What follows belongs to an exercise in optimizing a design on an open flow for small area; a production flow would make more cautious choices.
Only simulation tests tie the RTL to the original design; equivalence was not proved.

## design/flow/run.sh

```bash
#!/bin/bash
# synth_recipe.tcl (not shown) runs the flow's synth.tcl, then flattens the netlist and writes it again
# the make line also repeats each setting of config.mk as NAME=value (left out here)
make -C /OpenROAD-flow-scripts/flow DESIGN_CONFIG=/design/flow/config.mk WORK_HOME=/design/flow/orfs CLKGATE_MAP_FILE= SYNTH_SCRIPT=/design/flow/synth_recipe.tcl finish
```

## design/flow/config.mk

```make
export PLATFORM = sky130hd
export DESIGN_NAME = ycc_to_rgb
export DESIGN_NICKNAME = ycc_to_rgb
export VERILOG_FILES = /design/flow/design.v
export SDC_FILE = /design/flow/constraint.sdc
export NUM_CORES = 4
export LEC_CHECK = 0
export CAP_MARGIN = 20
export CORE_MARGIN = 2
export CORE_UTILIZATION = 40
export SLEW_MARGIN = 20
```

## design/flow/constraint.sdc

```tcl
create_clock -name core_clock -period 10.0 [get_ports {clk}]
set_input_delay 2.0000 -clock core_clock [delete_from_list [all_inputs] [get_ports {clk}]]
set_output_delay 2.0000 -clock core_clock [all_outputs]
set_load 0.01 [all_outputs]
```

## design/flow/design.v

```verilog
module ycc_to_rgb (
    input  wire        clk,
    input  wire        rst,           
    input  wire        in_valid,
    input  wire        in_mode,       
    input  wire [2:0]  in_cll,        
    input  wire [15:0] in_e0,         
    input  wire [15:0] in_e1,         
    input  wire [15:0] in_e2,         
    output reg         out_valid,
    output reg  [31:0] out_pixel      
);
    localparam signed [18:0] CR_R = 19'sd91915;
    localparam signed [18:0] CR_G = 19'sd46818;
    localparam signed [18:0] CB_G = 19'sd22526;
    localparam signed [18:0] CB_B = 19'sd115992;
    reg         v1;
    reg         mode1;
    reg  [2:0]  cll1;
    reg  [15:0] e0, e1, e2;
    always @(posedge clk) begin
        if (rst) begin
            v1 <= 1'b0;
        end else begin
            v1 <= in_valid;
        end
        mode1 <= in_mode;
        cll1  <= in_cll;
        e0    <= in_e0;
        e1    <= in_e1;
        e2    <= in_e2;
    end
    function [7:0] clip8_ycbcr;
        input signed [39:0] v;      
        reg   signed [39:0] s;
        begin
            s = v >>> 21;
            if (s < 0)
                clip8_ycbcr = 8'd0;
            else if (s > 255)
                clip8_ycbcr = 8'd255;
            else
                clip8_ycbcr = s[7:0];
        end
    endfunction
    function [7:0] clip8_ycocg;
        input signed [10:0] v;
        begin
            if (v < 0)
                clip8_ycocg = 8'd0;
            else if (v > 255)
                clip8_ycocg = 8'd255;
            else
                clip8_ycocg = v[7:0];
        end
    endfunction
    wire signed [15:0] y  = e0;
    wire signed [15:0] cb = e1;
    wire signed [15:0] cr = e2;
    wire signed [39:0] yv    = ($signed({{24{y[15]}}, y}) + 40'sd4096) <<< 16;
    wire signed [39:0] r_sum = yv + CR_R * cr;
    wire signed [39:0] g_sum = yv - CB_G * cb - CR_G * cr;
    wire signed [39:0] b_sum = yv + CB_B * cb;
    wire [7:0] r_ycbcr = clip8_ycbcr(r_sum);
    wire [7:0] g_ycbcr = clip8_ycbcr(g_sum);
    wire [7:0] b_ycbcr = clip8_ycbcr(b_sum);
    wire [2:0]         sh     = cll1 - 3'd1;
    wire [7:0]         co_sh  = e1[7:0] << sh;
    wire [7:0]         cg_sh  = e2[7:0] << sh;
    wire signed [10:0] yy     = {3'b000, e0[7:0]};
    wire signed [10:0] co     = {{3{co_sh[7]}}, co_sh};
    wire signed [10:0] cg     = {{3{cg_sh[7]}}, cg_sh};
    wire [7:0] r_ycocg = clip8_ycocg(yy + co - cg);
    wire [7:0] g_ycocg = clip8_ycocg(yy + cg);
    wire [7:0] b_ycocg = clip8_ycocg(yy - co - cg);
    always @(posedge clk) begin
        if (rst) begin
            out_valid <= 1'b0;
        end else begin
            out_valid <= v1;
        end
        if (mode1)
            out_pixel <= {8'hff, b_ycocg, g_ycocg, r_ycocg};
        else
            out_pixel <= {8'hff, b_ycbcr, g_ycbcr, r_ycbcr};
    end
endmodule
```

==> run summary <==
-- worst max-delay path, delay by kind of cell, from the launching register on --
kind,cells,cell delay [ns]
AOI/OAI and AO/OA,13,3.48
xor gates and xnor gates,2,0.36
adders and majority gates,9,3.95
buffers and inverters,4,0.36
DFF,1,0.31
and+or+nand+nor,6,0.75
-- cell families after synthesis --
| kind of cell | synth area share [%] |
|---|---|
| multiplexers | 0.838 |
| other | 0.0153 |
| XOR/XNOR | 4.76 |
| adder cells (fa/ha/maj) | 59.3 |
| AO/OA/AOI/OAI | 10.9 |
| AND/OR/NAND/NOR | 7.63 |
| buffers and inverters | 10.2 |
| flip-flops | 6.38 |
-- area by class of cell --
cell class | count | area share (%)
Multi-Input combinational cell | 1861 | 76.6
Sequential cell | 78 | 5.85
Clock inverter | 7 | 0.276
Clock buffer | 9 | 0.843
Tap cell | 782 | 3.66
Antenna cell | 1 | 0.00936
Timing Repair Buffer | 111 | 3.86
Inverter | 636 | 8.93
-- cell usage in the layout (no fill, tap or decap), types with 17 or more instances in the layout --
master and n:
nor2_1 97, clkdlybuf4s50_1 79, o21a_1 31, dfxtp_1 77, xnor2_1 82, nand2_1 85, fa_1 393, buf_4 32
ha_1 531, nand3_1 38, a21oi_1 107, nor2b_1 18, xor2_1 50, o21bai_1 19, nand2b_1 17, o21ai_0 79
inv_1 635, a21o_1 47, nor3_1 37
-- flip-flops by register name, indices dropped and copies added (netlist names) --
signal,count
mode1,1
v1,1
out_pixel,24
out_valid,1
e2,16
e1,16
cll1,3
e0,16
-- per-stage QoR --
stage / util [%]
floorplan: -
global route: 44.2
finish: 44.2
detailed placement: 43.7
CTS: 44.2
global placement: 43.7
-- routing by layer --
layer / vias up / GRT usage, % / share of wire (%)
met5: - / 0 / 0
met1: 8758 / 28.0 / 44
met3: 58 / 1.77 / 2.7
met4: 0 / 5.05 / 2.0
met2: 282 / 39.9 / 51
li1: 8573 / - / -
-- path summary, 6_finish.rpt --
| check | startpoint | end | slack [ns] | cells past startpoint |
|---|---|---|---|---|
| setup / recovery | e1[6] | out_pixel[10] | 0.66 | 34 |
| hold / removal | v1 | out_valid | 0.44 | 1 |
| setup reg to reg | e1[6] | out_pixel[10] | 0.66 | 34 |
| hold reg to reg | v1 | out_valid | 0.44 | 1 |
==> results.py <==
metrics = {
    "status": {
        "status": "no timing/DRC/antenna violations",
    },
    "routing": {
        "postRouteAntennaNets": 0,
        "via_per_inst": 5.07,
        "first_pass_iters": 5,
        "via_count": 17700,
        "route.detailed.drc": 0,
        "wirelength_um": 65400,
        "drtIter0Drc": 902,
        "post_drt_wl_per_cell_um": 18.8,
    },
    "global_route": {
        "globalRouteTotalUtil_pct": 21.8,
        "grt_pass1_wl_um": 106000,
        "antenna_found_initial": 0,
        "overflow": 0,
        "grt_max_degree": 33,
        "grt_pass1_vias": 19500,
    },
    "critical_path": {
        "worstPathRequired_ns": 10.31,
        "cp_max_fo": 5,
        "crit_path_top_delay_cell": "fa_1",
        "crit_arrival_ns": 9.65,
        "cp_common_cell": "fa_1",
        "cp-start-kind": "flop",
        "critPathCaptureType": "flop",
        "criticalPathCategory": "flop to flop",
        "critical_path.max_stage_delay_ns": 0.56,
    },
    "clock_network": {
        "clock-sinks": 78,
        "cts_tree": "yes",
        "cts_resized": 0,
        "insertion_delay_ns": 0.42,
        "clkTransAtPathRegs_ns": 0.08,
        "h-tree-depth": 3,
        "cts_setup_buffers": 0,
        "cts_buffers": 9,
        "holdBufCountCts": 0,
        "clockBufferDepth": 2,
        "root_buffer": "clkbuf_16",
    },
    "die": {
        "initial_core_util_pct": 40.5,
        "rows": 90,
        "die_h_um": 251,
        "fp.coreArea_sq_um": 60500,
        "die_w_um": 251,
        "die-area_sq_um": 63200,
        "pin_count": 88,
    },
    "sta": {
        "setup_ws_ns": 0.656,
        "fin_skew_ns": 0.0310,
        "fin_crit_sh_pct": 93.4,
        "rsz0062_at_grt": "false",
        "hold_viol": 0,
        "max_freq_mhz": 107,
        "setup_tns_ns": 0,
        "slew_headroom_pct": 41.1,
        "whs_ns": 0.442,
        "drv_slew": 0,
        "finalSetupViolations": 0,
        "period_minus_slack_ns": 9.34,
        "tightestPinTransition_ns": 0.859,
    },
    "synth": {
        "synth_edf_count": 0,
        "synthTopCellsByCount": "635 x inv_1, 531 x ha_1, 393 x fa_1, 107 x a21oi_1, 97 x nor2_1",
        "yosysMostFrequentCell": "inv_1",
        "synth.distinct_cells": 81,
        "yosys-top-cells-area": "fa_1 32%, ha_1 27%, inv_1 9.7%, dfxtp_1 6.4%, xnor2_1 2.9%",
        "syn_inst": 2589,
        "synth_top_cell_by_area": "fa_1",
        "async_flop_share_pct": 0,
        "syn_area_per_cell_sq_um": 9.45,
        "synth_top_cell_area_share_pct": 32.1,
        "ys_warn_count": 1,
        "synth_top_flop_cell": "dfxtp_1",
        "seq_area_frac_synth_pct": 6.38,
        "synthesis.area_sq_um": 24500,
        "ys_seq_elements": 78,
    },
    "final_layout": {
        "stdcell_count": 3485,
        "layout-drive-gt1-share_pct": 3.48,
        "regArea_sq_um": 1560,
        "final_cell_area_sq_um": 26700,
        "multi_input_area_sq_um": 20500,
        "fillerInstances": 5825,
        "fin_nets": 3676,
        "syn_to_final_growth_pct": 9.18,
    },
    "place": {
        "dp.cells": 3468,
        "postPlaceCellArea_sq_um": 26400,
        "post-place-ws_ns": 0.342,
        "routabilityCongestion": 0.932,
        "io_buffers": 79,
        "dpl.hpwl_um": 57700,
    },
    "run": {
        "cap_violations": 0,
    },
    "hold_path": {
        "hold_path.class": "flop to flop",
    },
}

[what the ideal ports hide]
No port has a modelled driver above. Below, the same layout with a new extraction and two added sets of constraints. Step 1 sets driving cells, clkbuf_16 on the clock port and buf_2 on the other inputs (assumed; they add their load-dependent delay and slew). Step 2, shift: input delay + t, output delay - t, t = (earliest + latest rising clock arrival at the registers) / 2. This alone moves slack from input paths to output paths. Slacks: ideal / step 1 / step 2; pairs: ideal / step 1.
t, ns: 0.462
slack for setup (ns): 0.656 / 0.656 / 0.656
latest minus earliest clock arrival (ns): 0.034 / 0.035
After both steps setup and hold are still met in this run. The setup slack of this run moves by 0.000 ns with the drivers and by 0.000 ns with both steps.
